This is an optimization exercise on Yosys and OpenROAD, whose aim is small area, a short achievable clock period and few clock cycles per item, not a production implementation.
No functional check of the RTL was part of any run shown here.
No activity file was given, so power comes from the tool's default toggle rates.

## flow/design.v (module list and top-level ports; edited modules follow where they fit)
// module mul_unit: 1191 lines
// module mul_unit_pp: 10 lines
// module mul_unit_ppn: 9 lines
// module mul_unit_fa: 10 lines
// module mul_unit_fa1: 9 lines
// module mul_unit_ha: 9 lines
// module mul_unit_add12: 60 lines
// module mul_unit_add52: 254 lines
// module mul_unit_add32: 158 lines
// module mul_unit_pfx32: 184 lines
module mul_unit (
    input  wire        clk,
    input  wire        rst,         
    input  wire        in_valid,
    output wire        in_ready,
    input  wire [31:0] a,
    input  wire [31:0] b,
    input  wire [31:0] c,
    input  wire [5:0]  shift,
    input  wire        signed_op,
    input  wire        trunc,
    output reg         out_valid,
    output reg  [63:0] r,
    output reg         ovf32
);
  // ...
==> flow/flow/run.sh <==
#!/bin/bash
set -euo pipefail
MARGIN=$(cat flow/margin.txt)
bash standard.sh synth > synth.log 2>&1
RESULTS=orfs/results/${FLOW_PLATFORM}/mul_unit/base openroad -no_init -exit flow/downsize.tcl > downsize.log 2>&1
touch orfs/results/${FLOW_PLATFORM}/mul_unit/base/1_synth.sdc
bash standard.sh SETUP_SLACK_MARGIN=$MARGIN "BUFFER_PORTS_ARGS=-buffer_cell sky130_fd_sc_hd__buf_1" finish > layout.log 2>&1
==> flow/flow/downsize.tcl <==
# Resize every combinational cell of the synthesized netlist to the smallest
# drive strength of its kind (registers and their cell types stay as
# synthesis made them); the layout's timing repair then sizes up only the
# cells its paths need.
set results $::env(RESULTS)
read_db $results/1_synth.odb
set db [ord::get_db]
set n 0
set before 0.0
set after 0.0
foreach inst [[ord::get_db_block] getInsts] {
  set m [$inst getMaster]
  set name [$m getName]
  if {![regexp {^(sky130_fd_sc_hd__[a-z0-9]+)_(\d+)$} $name -> base drive]} { continue }
  if {[regexp {df|dl|sdf|edf|conb|tap|fill|decap|clkbuf|clkinv|clkdly|dlygate|dlymetal|probe|lpflow} $base]} { continue }
  set best ""
  set bestw 1e9
  foreach d {1 0 2} {
    set cand [$db findMaster ${base}_$d]
    if {$cand eq "NULL" || $cand eq ""} { continue }
    if {[$cand getWidth] < $bestw} { set best $cand; set bestw [$cand getWidth] }
  }
  if {$best eq "" || [$best getName] eq $name} { continue }
  if {[$best getWidth] >= [$m getWidth]} { continue }
  if {[$inst swapMaster $best]} { incr n }
}
puts "downsized $n instances"
write_db $results/1_synth.odb
==> flow/flow/margin.txt <==
14.15
==> flow/standard.sh <==
#!/bin/bash
# synth_recipe.tcl (not shown) runs the flow's synth.tcl, then flattens the netlist and writes it again
# the make line also repeats each setting of config.mk as NAME=value (left out here)
make -C /OpenROAD-flow-scripts/flow DESIGN_CONFIG=/design/flow/config.mk WORK_HOME=/design/flow/orfs CLKGATE_MAP_FILE= SYNTH_SCRIPT=/design/flow/synth_recipe.tcl "${@:-finish}"
==> flow/config.mk <==
export PLATFORM = sky130hd
export DESIGN_NAME = mul_unit
export DESIGN_NICKNAME = mul_unit
export VERILOG_FILES = /design/flow/design.v
export SDC_FILE = /design/flow/constraint.sdc
export NUM_CORES = 4
export LEC_CHECK = 0
export CAP_MARGIN = 20
export CORE_MARGIN = 2
export CORE_UTILIZATION = 40
export CTS_CLUSTER_DIAMETER = 70
export CTS_CLUSTER_SIZE = 36
export SLEW_MARGIN = 20
export SYNTH_HIERARCHICAL = 1
==> flow/constraint.sdc <==
create_clock -name core_clock -period 19.0 [get_ports {clk}]
set_input_delay 3.8000 -clock core_clock [delete_from_list [all_inputs] [get_ports {clk}]]
set_output_delay 3.8000 -clock core_clock [all_outputs]
set_load 0.01 [all_outputs]
==> impl_metrics.tcl, run 1 <==
set metrics [dict create \
    crit_type "reg -> out" \
    worstPathRequired_ns 15.20 \
    grt_max_degree 77 \
    status "timing/DRC/antenna clean" \
    synth_area_um2 39300 \
    cts.root.buffer_cell "clkbuf_16" \
    clk-power_uw 964 \
    cts_setup_buffers 0 \
    rows 114 \
    place_congestion 0.936 \
    power.total_uw 9460 \
    fin_crit_sh 0.259 \
    buf_share 0.0377 \
    fillers 9228 \
    clock_buffers 39 \
    power_density_nw_per_um2 216 \
    pwr-share-seq 0.170 \
    crit_chain "buf_6" \
    hpwl_um 83300 \
    final_cell_mix "xnor2_1 (574), a22oi_1 (562), fa_1 (517)" \
    die-area_um2 101000 \
    cp-startpoint "r[57]" \
    well_tap_count 1276 \
    layout_commonest_cell "xnor2_1" \
    worst-slew-pin-transition_ns 1.03 \
    power_switching_uw 4660 \
    yosysWarnings 7 \
    cts_tree "built" \
    grt_util_met3 0.0743 \
    place_ws_ns 14.01 \
    buffers_excl_clock 258 \
    routed.top_layer "met5" \
    die_w_um 317 \
    internal-power_uw 4800 \
    finalSetupTns_ns 0 \
    clk_path_buf_depth 3 \
    cts_sinks 451 \
]
==> run 2: changes to the inputs <==
==> flow/flow/margin.txt (replaced) <==
14.0
==> impl_metrics.tcl, run 2 <==
set metrics [dict create \
    nets 4555 \
    die_y_um 317 \
    critPathTopFamily "flip-flops" \
    power_switching_uw 4590 \
    core_area_um2 97000 \
    pwr-share-comb 0.733 \
    final_cell_mix "xnor2_1 (574), a22oi_1 (562), fa_1 (517)" \
    critPathCaptureType "primary output" \
    clk_path_buf_depth 3 \
    power.total_uw 9260 \
    layout-drive-gt1-share 0.0883 \
    cts_sinks 451 \
    setup_viol 0 \
    grt_max_degree 74 \
    crit_fanout 1 \
    grt_usage 0.260 \
    start_util 0.405 \
    worst-slew-pin-transition_ns 1.14 \
    grt_util_met3 0.0662 \
    crit_type "reg -> out" \
    io_pins 174 \
    fin_crit_sh 0.261 \
    slew_violations 0 \
    crit_chain "buf_1" \
    layout_min_cycle_time_ns 4.95 \
    hpwl_um 84000 \
    firstDrtPassIters 6 \
    htreeDepth 2 \
    routed_wl_um 132000 \
    grt_use_met2 0.427 \
    slew-limit-headroom 0.237 \
    cap_violations 0 \
    port_buffers 172 \
    antenna_found_initial 0 \
    slowest_delay_ns 0.34 \
    layout_commonest_cell "xnor2_1" \
    num_antenna_cells 0 \
    route.detailed.drc 0 \
    crit_arrival_ns 1.15 \
    p_clk_frac 0.095 \
    yosysWarnings 7 \
    wl_per_cell_um 26.0 \
    place_congestion 0.933 \
    cts_setup_buffers 0 \
    grt_pass1_vias 31500 \
    synth_area_um2 39300 \
    die_w_um 317 \
    syn_inst 3593 \
    fmax_mhz 202 \
    status "timing/DRC/antenna clean" \
    grt-ovfl-total 0 \
    power_switching_share 0.495 \
    whs_ns 0.290 \
    syn_to_final_growth_pct 10.1 \
    avgSynthCellArea_um2 10.9 \
    busiest_layer "met2" \
    num_vias 30700 \
    rows 114 \
    ant_nets 0 \
    internal-power_uw 4680 \
    grt_pass1_wl_um 198000 \
    numCtsBuffers 35 \
    placed_cells 5006 \
    power_density_nw_per_um2 214 \
    postLayoutCoreUtil 0.446 \
    cts.root.buffer_cell "clkbuf_16" \
    clock-skew-final_ns 0.0560 \
    pwr-share-seq 0.171 \
    cts_hold_buf 0 \
    p_leak_uw 0.0163 \
    use_met1 0.324 \
    path_buf_inv 1 \
    die-area_um2 101000 \
    hold_viol 0 \
    reg.largest.list "q2 (64), r (64)" \
    path_clk_slew_ns 0.12 \
    worstPathRequired_ns 15.20 \
    ir_drop_uv 174 \
    clkLatencyLatePin_ns 0.65 \
    finalSetupTns_ns 0 \
    drt-initial-drc-count 3459 \
    setup.worst_path.start_class "register" \
    hp-class "reg -> reg" \
    avgViaCountPerCell 6.05 \
    slowest_stage "dfxtp_1" \
    cts_tree "built" \
    rsz0062_at_grt "yes" \
    instances_no_fill 5070 \
]
run 2: power by group through the flow:
stage / sequential, µW / combinational [µW] / clock, µW
after global placement: 1610 / 6560 / 0
after global routing: 1620 / 7490 / 946
final: 1590 / 6790 / 885
after detailed placement: 1610 / 6620 / 0
after floorplan: 1640 / 4110 / 0
after CTS: 1590 / 6660 / 916
run 2: timing repair:
action	4_1_cts	5_1_grt
gates cloned	0	0
hold endpoints to repair	0	0
endpoints found under the setup margin	12	35
gates resized for setup	16	10
run 2: worst register-to-register path: stages (launching register included):
cell	delay (ns)
dfxtp_2	1.09
a22oi_1	0.27
xnor2_1	0.21
fa_1	0.54
fa_1	0.42
fa_1	0.45
fa_1	0.43
fa_1	0.47
fa_1	0.39
fa_1	0.43
run 2: cell type report:
cell class,instances,area [µm²]
fill,9222,53800
multi-input combinational,2861,29200
sequential,451,9070
tap,1276,1600
timing repair buffer,259,1340
clock buffer,37,903
inverter,159,597
clock inverter,27,547
run 2: path summary, 6_finish.rpt:
check	from	to	slack, ns	depth (start not counted)
worst min-delay path	c0[30]	c1[30]	0.29	0
worst max-delay path	r[27]	r[27]	14.05	1
worst max register to register	one[8]	k1[32]	14.18	9
worst min register to register	c0[30]	c1[30]	0.29	0
run 2: routing by layer:
metal | wire, µm | share of wire
met1 | 49700 | 0.38
met2 | 61100 | 0.46
met3 | 14500 | 0.11
met4 | 6500 | 0.049
met5 | 0 | 0
run 2: through the flow:
stage | cell area [µm²] | worst slack, ns
after floorplan | 39300 | 14.04
after global placement | 41700 | 13.66
after detailed placement | 41700 | 13.97
after CTS | 43200 | 14.00
after global routing | 43200 | 14.00
final | 43200 | 14.05
==> run 3: changes to the inputs <==
==> flow/flow/run.sh (replaced) <==
#!/bin/bash
set -euo pipefail
MARGIN=$(cat flow/margin.txt)
CTS="-sink_clustering_enable -repair_clock_nets -sink_clustering_size 36 -sink_clustering_max_diameter 70 -wire_unit 10"
bash standard.sh synth > synth.log 2>&1
RESULTS=orfs/results/${FLOW_PLATFORM}/mul_unit/base openroad -no_init -exit flow/downsize.tcl > downsize.log 2>&1
touch orfs/results/${FLOW_PLATFORM}/mul_unit/base/1_synth.sdc
bash standard.sh SETUP_SLACK_MARGIN=$MARGIN "BUFFER_PORTS_ARGS=-buffer_cell sky130_fd_sc_hd__buf_1" "CTS_ARGS=$CTS" finish > layout.log 2>&1
==> flow/flow/margin.txt (replaced) <==
14.12
==> impl_metrics.tcl, run 3 <==
set metrics [dict create \
    ir_drop_uv 337 \
    path_clk_slew_ns 0.12 \
    layout_min_cycle_time_ns 4.87 \
    status "timing/DRC/antenna clean" \
    finalSetupTns_ns 0 \
    avgViaCountPerCell 6.02 \
    slowest_delay_ns 0.33 \
    power_switching_share 0.494 \
    hp-class "reg -> reg" \
    clock-skew-final_ns 0.0590 \
    die_w_um 317 \
    crit_type "reg -> out" \
    cts.root.buffer_cell "clkbuf_16" \
    layout_commonest_cell "xnor2_1" \
    power_switching_uw 4640 \
    slew-limit-headroom 0.301 \
    htreeDepth 2 \
    path_buf_inv 1 \
    fin_crit_sh 0.256 \
    cts_sinks 451 \
    layout-drive-gt1-share 0.107 \
    firstDrtPassIters 6 \
    wl_per_cell_um 25.7 \
    antenna_found_initial 1 \
    setup_viol 0 \
    synth_area_um2 39300 \
    drt-initial-drc-count 2974 \
    hold_viol 0 \
    min_from "c0[5]" \
    routed_wl_um 130000 \
    final_cell_mix "xnor2_1 (574), a22oi_1 (562), fa_1 (517)" \
    avgSynthCellArea_um2 10.9 \
    cts_resized 75 \
    nets 4557 \
    syn_inst 3593 \
    clk_path_buf_depth 3 \
    crit_arrival_ns 1.07 \
    cts_hold_buf 0 \
    cap_violations 0 \
    setup.worst_path.start_class "register" \
    die-area_um2 101000 \
    rsz0062_at_grt "yes" \
    slew_violations 0 \
    grt_max_degree 77 \
    crit_fanout 1 \
    seq_area_um2 9110 \
    multi_input_area_um2 29200 \
    core_area_um2 97000 \
    syn_to_final_growth_pct 11.1 \
    grt_pass1_wl_um 197000 \
    cp-startpoint "r[24]" \
    grt_pass1_vias 31700 \
    instances_no_fill 5074 \
    grt-ovfl-total 0 \
    pwr-share-comb 0.731 \
    fmax_mhz 205 \
    critPathTopFamily "flip-flops" \
    yosysWarnings 7 \
    die_y_um 317 \
    cts_setup_buffers 0 \
    place_congestion 0.936 \
    critPathCaptureType "primary output" \
    internal-power_uw 4760 \
    num_antenna_cells 0 \
    cp.depth 1 \
    place_ws_ns 14.01 \
    reg2reg_depth 9 \
    grt_usage 0.257 \
    p_clk_frac 0.099 \
    num_vias 30500 \
    ant_nets 0 \
    rows 114 \
    hpwl_um 83300 \
    start_util 0.405 \
    fillers 9255 \
    crit_chain "buf_2" \
    worstPathRequired_ns 15.20 \
    placed_cells 5005 \
    cts_tree "built" \
    fin_ws_ns 14.13 \
    slowest_stage "dfxtp_1" \
    worst-slew-pin-transition_ns 1.05 \
    p_leak_uw 0.0166 \
    power_density_nw_per_um2 215 \
    route.detailed.drc 0 \
    clkLatencyLatePin_ns 0.61 \
    numCtsBuffers 38 \
    crit-reg2reg-launch "one[9]" \
    reg.largest.list "q2 (64), r (64)" \
    port_buffers 172 \
    pwr-share-seq 0.170 \
    io_pins 174 \
    hold_depth 0 \
]
run 3: path summary, 6_finish.rpt:
path / endpoint / slack (ns)
worst max-delay path: r[24] / 14.13
worst min-delay path: c1[5] / 0.30
worst max register to register: k1[37] / 14.25
worst min register to register: c1[5] / 0.30
run 3: metrics by stage:
stage	utilization	hold WS, ns	area [µm²]	total power [µW]
2_1_floorplan	-	0.310	39300	5750
3_3_place_gp	0.430	0.311	41700	8160
3_5_place_dp	0.430	0.312	41700	8270
4_1_cts	0.448	0.306	43500	9270
5_1_grt	0.450	0.298	43600	10200
6_report	0.450	0.301	43600	9400
run 3: cell type report:
cell class                 instances  share of cell area
tap                             1276              0.0366
inverter                         159              0.0138
clock inverter                    30              0.0145
timing repair buffer             258              0.0354
multi-input combinational       2861               0.669
sequential                       451               0.209
clock buffer                      39              0.0219
run 3: power by group through the flow:
stage               combinational, µW  sequential, µW  clock [µW]
floorplan                        4110            1640           0
global placement                 6550            1610           0
detailed placement               6660            1610           0
CTS                              6710            1600         961
global route                     7570            1630         998
finish                           6870            1600         932
run 3: metal layers:
layer	vias up	GRT usage	share of wire
li1	13100	-	-
met1	15000	0.320	0.38
met2	1945	0.422	0.46
met3	494	0.0700	0.11
met4	2	0.107	0.048
met5	-	0	0.00010

[afterwards: timing with drivers on the ports]
The flow's constraints put no driver on any port. The routed layouts listed below were extracted and timed again, unchanged, in two steps.
Step 1, drivers: a clkbuf_16 drives clk and a buf_2 each remaining input, both assumed.
Step 2 adds t to the input delays and takes it off the output delays; t is the mean of the earliest and latest rising clock arrival at the registers after step 1. Input paths then give back, and output paths get back, about the clock's delay inside the block.
Three values: ideal, step 1, step 2; two values: the first two.
run | t, ns | setup slack, ns | worst setup path after step 2 | slew at the worst register clock pin (ns)
run 1 | 0.712 | 14.072 / 13.999 / 14.316 | register to register | 0.12 / 0.12
run 2 | 0.702 | 14.050 / 13.974 / 14.184 | register to register | 0.12 / 0.12
run 3 | 0.663 | 14.133 / 14.054 / 14.249 | register to register | 0.12 / 0.12
After both steps setup and hold are still met in every run listed.
